Background: an optimization exercise with open tools, aiming at small area, a short achievable clock period and few clock cycles. Do not read the settings as production practice. Function was checked by simulation only, so behaviour that the tests miss may differ from the original. No activity file was given, so power comes from the tool's default toggle rates.

==> flow/design.v <==
module mctp_tx (
    input  wire        clk,
    input  wire        rst,           
    input  wire        start_valid,
    output wire        start_ready,
    input  wire [12:0] cfg_len,       
    input  wire [7:0]  cfg_mtu,       
    input  wire [31:0] cfg_addr,      
    input  wire        cfg_to,        
    input  wire        cfg_pec_xor,   
    input  wire        cfg_mic,       
    input  wire        in_valid,
    output wire        in_ready,
    input  wire [7:0]  in_data,
    output reg         out_valid,
    input  wire        out_ready,
    output reg  [7:0]  out_data,
    output reg         out_sop,       
    output reg         out_eop        
);
    localparam [1:0] S_IDLE = 2'd0, S_HDR = 2'd1, S_PAY = 2'd2, S_PEC = 2'd3;
    function [7:0] crc8_byte(input [7:0] c, input [7:0] b);
        integer i;
        reg [7:0] x;
        begin
            x = c ^ b;
            for (i = 0; i < 8; i = i + 1)
                x = x[7] ? ((x << 1) ^ 8'h07) : (x << 1);
            crc8_byte = x;
        end
    endfunction
    function [31:0] crc32_byte(input [31:0] c, input [7:0] b);
        integer i;
        reg [31:0] x;
        begin
            x = c ^ {24'd0, b};
            for (i = 0; i < 8; i = i + 1)
                x = x[0] ? ((x >> 1) ^ 32'h82F63B78) : (x >> 1);
            crc32_byte = x;
        end
    endfunction
    reg [1:0]  state;
    reg [2:0]  hidx;        
    reg [7:0]  mtu;
    reg [31:0] addr;
    reg        to_bit;
    reg        pec_xor;
    reg [12:0] rem_data;    
    reg [2:0]  mic_left;    
    reg [7:0]  pkt_len;     
    reg [7:0]  pay_left;    
    reg        first_pkt;
    reg        last_pkt;
    reg [1:0]  seq;
    reg [7:0]  crc8;
    reg [31:0] crc32;
    reg [7:0]  first_byte;
    reg        first_taken;
    wire        adv        = !out_valid || out_ready;
    wire [13:0] total_left = {1'b0, rem_data} + {11'd0, mic_left};
    wire        from_in    = (rem_data != 13'd0);
    wire        pay_go     = adv && (!from_in || in_valid);
    wire [7:0]  pay_byte   = from_in ? in_data : ~crc32[7:0];
    wire [7:0]  ctrl_byte  = {first_pkt, last_pkt, seq, to_bit, 3'd3};
    assign start_ready = (state == S_IDLE);
    assign in_ready    = (state == S_PAY) && from_in && adv;
    always @(posedge clk) begin
        if (rst) begin
            state     <= S_IDLE;
            out_valid <= 1'b0;
            out_data  <= 8'd0;
            out_sop   <= 1'b0;
            out_eop   <= 1'b0;
        end else begin
            if (out_valid && out_ready)
                out_valid <= 1'b0;
            case (state)
            S_IDLE: begin
                if (start_valid) begin
                    mtu         <= cfg_mtu;
                    addr        <= cfg_addr;
                    to_bit      <= cfg_to;
                    pec_xor     <= cfg_pec_xor;
                    rem_data    <= cfg_len;
                    mic_left    <= cfg_mic ? 3'd4 : 3'd0;
                    first_pkt   <= 1'b1;
                    seq         <= 2'd0;
                    crc32       <= 32'hFFFFFFFF;
                    first_byte  <= 8'd0;
                    first_taken <= 1'b0;
                    hidx        <= 3'd0;
                    state       <= S_HDR;
                end
            end
            S_HDR: begin
                if (adv) begin
                    out_valid <= 1'b1;
                    out_sop   <= (hidx == 3'd0);
                    out_eop   <= 1'b0;
                    hidx      <= hidx + 3'd1;
                    case (hidx)
                    3'd0: begin
                        out_data <= addr[7:0];
                        if (total_left <= {6'd0, mtu}) begin
                            pkt_len  <= total_left[7:0];
                            last_pkt <= 1'b1;
                        end else begin
                            pkt_len  <= mtu;
                            last_pkt <= 1'b0;
                        end
                    end
                    3'd1: out_data <= 8'h0F;
                    3'd2: out_data <= pkt_len + 8'd5;
                    3'd3: out_data <= addr[15:8];
                    3'd4: begin
                        out_data <= 8'h01;
                        crc8     <= crc8_byte(8'd0, 8'h01);
                    end
                    3'd5: begin
                        out_data <= addr[23:16];
                        crc8     <= crc8_byte(crc8, addr[23:16]);
                    end
                    3'd6: begin
                        out_data <= addr[31:24];
                        crc8     <= crc8_byte(crc8, addr[31:24]);
                    end
                    default: begin
                        out_data <= ctrl_byte;
                        crc8     <= crc8_byte(crc8, ctrl_byte);
                        pay_left <= pkt_len;
                        state    <= (pkt_len == 8'd0) ? S_PEC : S_PAY;
                    end
                    endcase
                end
            end
            S_PAY: begin
                if (pay_go) begin
                    out_valid <= 1'b1;
                    out_sop   <= 1'b0;
                    out_eop   <= 1'b0;
                    out_data  <= pay_byte;
                    crc8      <= crc8_byte(crc8, pay_byte);
                    if (!first_taken) begin
                        first_byte  <= pay_byte;
                        first_taken <= 1'b1;
                    end
                    if (from_in) begin
                        rem_data <= rem_data - 13'd1;
                        crc32    <= crc32_byte(crc32, in_data);
                    end else begin
                        mic_left <= mic_left - 3'd1;
                        crc32    <= {8'd0, crc32[31:8]};
                    end
                    pay_left <= pay_left - 8'd1;
                    if (pay_left == 8'd1)
                        state <= S_PEC;
                end
            end
            default: begin  
                if (adv) begin
                    out_valid <= 1'b1;
                    out_sop   <= 1'b0;
                    out_eop   <= 1'b1;
                    out_data  <= crc8 ^ ((pec_xor && first_pkt && last_pkt) ? first_byte : 8'd0);
                    hidx      <= 3'd0;
                    first_pkt <= 1'b0;
                    seq       <= seq + 2'd1;
                    state     <= last_pkt ? S_IDLE : S_HDR;
                end
            end
            endcase
        end
    end
endmodule
==> flow/run.sh <==
#!/bin/bash
# synth_recipe.tcl (not shown) runs the flow's synth.tcl, then flattens the netlist and writes it again
# the make line also repeats each setting of config.mk as NAME=value (left out here)
make -C /OpenROAD-flow-scripts/flow DESIGN_CONFIG=/design/flow/config.mk WORK_HOME=/design/flow/orfs CLKGATE_MAP_FILE= SYNTH_SCRIPT=/design/flow/synth_recipe.tcl finish
==> flow/config.mk <==
export PLATFORM = sky130hd
export DESIGN_NAME = mctp_tx
export DESIGN_NICKNAME = mctp_tx
export VERILOG_FILES = /design/flow/design.v
export SDC_FILE = /design/flow/constraint.sdc
export NUM_CORES = 4
export LEC_CHECK = 0
export CAP_MARGIN = 20
export CORE_MARGIN = 2
export CORE_UTILIZATION = 40
export SLEW_MARGIN = 20
==> flow/constraint.sdc <==
create_clock -name core_clock -period 5.0 [get_ports {clk}]
set_input_delay 1.0000 -clock core_clock [delete_from_list [all_inputs] [get_ports {clk}]]
set_output_delay 1.0000 -clock core_clock [all_outputs]
set_load 0.01 [all_outputs]
==> out/qor.tcl <==
set qor(timing.clock.skew_ns) 0.00750
set qor(rows) 55
set qor(layout.cells.most_common_list) {edfxtp_1, xnor2_1, clkdlybuf4s50_1, nor2_1, xor2_1}
set qor(asr_flop_ratio_synth) 0
set qor(worst_slew_pin_slew_ns) 0.976
set qor(cts_hold_buffers) 0
set qor(final_min_period_over_clock_period) 0.802
set qor(worstHoldPathType) {reg -> reg}
set qor(die_y_um) 155
set qor(part_of_the_yosys_area_used_for_sequential_elements) 0.458
set qor(vias) 6652
set qor(p_sw_frac) 0.404
set qor(power_mw) 6.51
set qor(cp.arrival_ns) 4.19
set qor(yosys-top-cells-area) {edfxtp_1, xnor2_1, xor2_1, ha_1, a21oi_1}
set qor(syn-cell-area_sq_um) 9080
set qor(slew_headroom) 0.349
set qor(ctsResizeCount) 0
set qor(cts_num_sinks) 143
set qor(timing_hold_violations_final) 0
set qor(min_period_ns) 4.01
set qor(post_detailed_placement_half_perimeter_wirelength_um) 16500
set qor(switchingPower_mw) 2.63
set qor(synth_edf_count) 130
set qor(p_seq_frac) 0.309
set qor(critical_path.startpoint_type) {register}
set qor(vdd_ir_drop_max_uv) 297
set qor(postSynth.topFlopCell) {edfxtp_1}
set qor(post-route-util) 0.477
set qor(netlist_instances) 857
set qor(timing.hold.worst_path_depth) 2
set qor(cellPowerDensity_nw_per_um2) 608
set qor(required_time_reported_for_the_critical_path_endpoint_ns) 5.18
set qor(whs_endpoint) {out_sop}
set qor(crit_type) {reg -> reg}
set qor(synth_fp_nets) 953
set qor(r2r_start) {rem_data[1]}
set qor(post-cts-setup-buffer-count) 0
set qor(worstSetupStartpoint) {rem_data[1]}
set qor(remaining_routing_drc_violations) 0
set qor(tns_ns) 0
set qor(highest_clock_rate_mhz) 249
set qor(synthDominantAreaCellType) {edfxtp_1}
set qor(routed_via_density) 5.48
set qor(starting_utilization_of_the_core_area) 0.405
set qor(static-leakage-power_nw) 3.57
set qor(average_cell_area_after_synthesis_sq_um) 10.6
set qor(yosys.cell_types.count) 70
set qor(postRouteWirelength_um) 22600
set qor(synth_top_area_frac) 0.430
set qor(ys_warn_count) 1
set qor(nNetsFinal) 1011
set qor(tritoncts) {yes}
set qor(syn2layout_area_growth_pct) 17.9
set qor(drt_iter0_markers) 607
set qor(mostFrequentLayoutCell) {edfxtp_1}
set qor(gr-usage-all-layers) 0.193
set qor(drt-pass1-iter-count) 6
set qor(global_route.overflow_total) 0
set qor(ctsLongestPathBuffers) 2
set qor(pin_count) 82
set qor(end_kind) {register}
set qor(reg2reg_slack_ns) 0.99
set qor(power.combinational.fraction) 0.498
set qor(routabilityCongestion) 0.906
set qor(hold_path.startpoint) {out_sop}
set qor(fp.dieArea_sq_um) 23900
set qor(number_of_global_route_vias_before_repair) 6504
set qor(cts.reportedPaths.clkPinSlew_ns) 0.06
set qor(crit_path_max_fanout) 9
set qor(htree_levels) 4
set qor(drtAntennaViolNets) 0
set qor(power.share.clock) 0.193
set qor(port_buffers) 81
set qor(rsz_0062_raised_after_global_routing) {no}
set qor(intPower_mw) 3.88
set qor(chipWidth_um) 155
set qor(regToRegEndpoint) {pkt_len[7]}
set qor(wire_per_inst_um) 18.6
set qor(grt_start_max_net_pins) 85
set qor(worstRegToRegCells) 11
set qor(status) {finished clean}
set qor(report.final.slew_viol_count) 0
set qor(drive_gt1_frac) 0.0797
set qor(grt_antenna_before_repair) 0
set qor(grt_pass1_wl_um) 35800
set qor(clock-root-buffer) {clkbuf_16}
set qor(n_antenna_cell) 0
set qor(cts_made_buffers) 17
set qor(report.final.setup_viol) 0
set qor(clk-insertion-delay-late_ns) 0.43
set qor(cap_viol_max_count) 0
set qor(core_area_sq_um) 22400
set qor(postSynthRegisterBits) 143
## metal layers
metal / global-route usage / wire, um / vias to the layer above
li1: - / - / 3229
met4: 0.0569 / 361 / 0
met3: 0.0431 / 1300 / 30
met5: 0 / 0 / -
met1: 0.270 / 10500 / 3204
met2: 0.300 / 10500 / 189
## area by class of cell
type                    count  area (sq um)
well taps                 285           357
fillers                  2096         11700
multi-input cells         635          4620
inverters                  29           109
clock inverters             7          46.3
flip-flops and latches    143          4160
clock buffers              25           539
repair buffers             89           871
## cells by family after synthesis
group	synth area share
AOI/OAI and AO/OA	0.141
xor gates and xnor gates	0.191
adders and majority gates	0.0380
buffers and inverters	0.0351
DFF	0.458
muxes	0.0178
and+or+nand+nor	0.119
## worst max path at each step
| stage | cells past startpoint | endpoint | slack, ns |
|---|---|---|---|
| 3_5_place_dp | 11 | pkt_len[6] | 0.98 |
| 5_1_grt | 11 | pkt_len[6] | 0.68 |
| 4_1_cts | 11 | pkt_len[6] | 0.96 |
| 6_report | 11 | pkt_len[7] | 0.99 |
| 2_1_floorplan | 11 | pkt_len[0] | 1.46 |
| 3_3_place_gp | 11 | pkt_len[6] | 1.10 |
## worst max-delay path, stage by stage (launching register included)
cell,delay (ns)
edfxtp_1,0.42
ha_1,0.31
a21o_1,0.18
a21oi_1,0.30
nor2_1,0.11
nand3_1,0.12
xnor2_1,0.15
ha_1,0.30
a2111oi_0,0.45
a211oi_1,0.17
nor4_2,0.84
mux2_2,0.41
## sequential cells by signal, summed over array words and instances, names as in the netlist, 2 cells and up
| signal | flops |
|---|---|
| addr | 32 |
| crc32 | 32 |
| crc8 | 8 |
| first_byte | 8 |
| hidx | 3 |
| mic_left | 3 |
| mtu | 8 |
| out_data | 8 |
| pay_left | 8 |
| pkt_len | 8 |
| rem_data | 13 |
| seq | 2 |
| state | 2 |
## synth_stat cells (4+ instances only)
| cell | count |
|---|---|
| a211oi_1 | 14 |
| a21oi_1 | 54 |
| a222oi_1 | 4 |
| a22oi_1 | 10 |
| and2_1 | 7 |
| and3_1 | 7 |
| clkbuf_1 | 42 |
| dfxtp_1 | 13 |
| edfxtp_1 | 130 |
| ha_1 | 26 |
| inv_1 | 29 |
| mux2_2 | 9 |
| mux2i_1 | 6 |
| nand2_1 | 45 |
| nand3_1 | 20 |
| nand4_1 | 6 |
| nor2_1 | 66 |
| nor2b_1 | 7 |
| nor3_1 | 8 |
| o2111ai_1 | 6 |
| o211a_1 | 4 |
| o211ai_1 | 4 |
| o21a_1 | 5 |
| o21ai_0 | 48 |
| o221ai_1 | 9 |
| o22ai_1 | 4 |
| or3_1 | 17 |
| xnor2_1 | 124 |
| xnor2_2 | 7 |
| xor2_1 | 59 |
## power by group through the flow
stage | registers, mW | logic (mW) | clock network (mW)
floorplan | 1.89 | 2.52 | 0
finish | 2.01 | 3.24 | 1.26
CTS | 2.01 | 3.23 | 1.27
detailed placement | 2.03 | 3.20 | 0
global placement | 2.03 | 3.17 | 0
global route | 2.05 | 3.56 | 1.32
## through the flow
| step | cell area (sq um) | setup WS (ns) | hold slack (ns) | std cells |
|---|---|---|---|---|
| finish | 10700 | 0.991 | 0.456 | 1213 |
| global placement | 10100 | 1.10 | 0.446 | 1181 |
| global route | 10700 | 0.676 | 0.476 | 1213 |
| detailed placement | 10100 | 0.982 | 0.450 | 1181 |
| floorplan | 9080 | 1.46 | 0.476 | 857 |
| CTS | 10700 | 0.965 | 0.459 | 1213 |
Testbench counts, summed over its fixed seeds: cycles 49,716.

separate check: timing with driven ports:
How much do the figures lean on ideal ports? The routed layout below was timed once more, with nothing changed but the port constraints.
Step 1: set_driving_cell puts a clkbuf_16 on clk and a buf_2 on each other input, an assumption about the parent block.
Step 2 moves the port delays by t, midway between the first and last clock arrival at a register: inputs arrive t later, outputs are due t later. That takes back most of the time a late clock gives input paths.
a / b / c = no drivers / after step 1 / after step 2; a / b = the first two.
t, ns: 0.469
slack for setup (ns): 0.991 / 0.991 / 0.991
hold WS [ns]: 0.456 / 0.456 / 0.456
clock arrival spread, ns: 0.008 / 0.008
pins driven straight from the clock port: 1
After both steps setup and hold are still met in this run. The setup slack of this run moves by 0.000 ns with the drivers and by 0.000 ns with both steps.
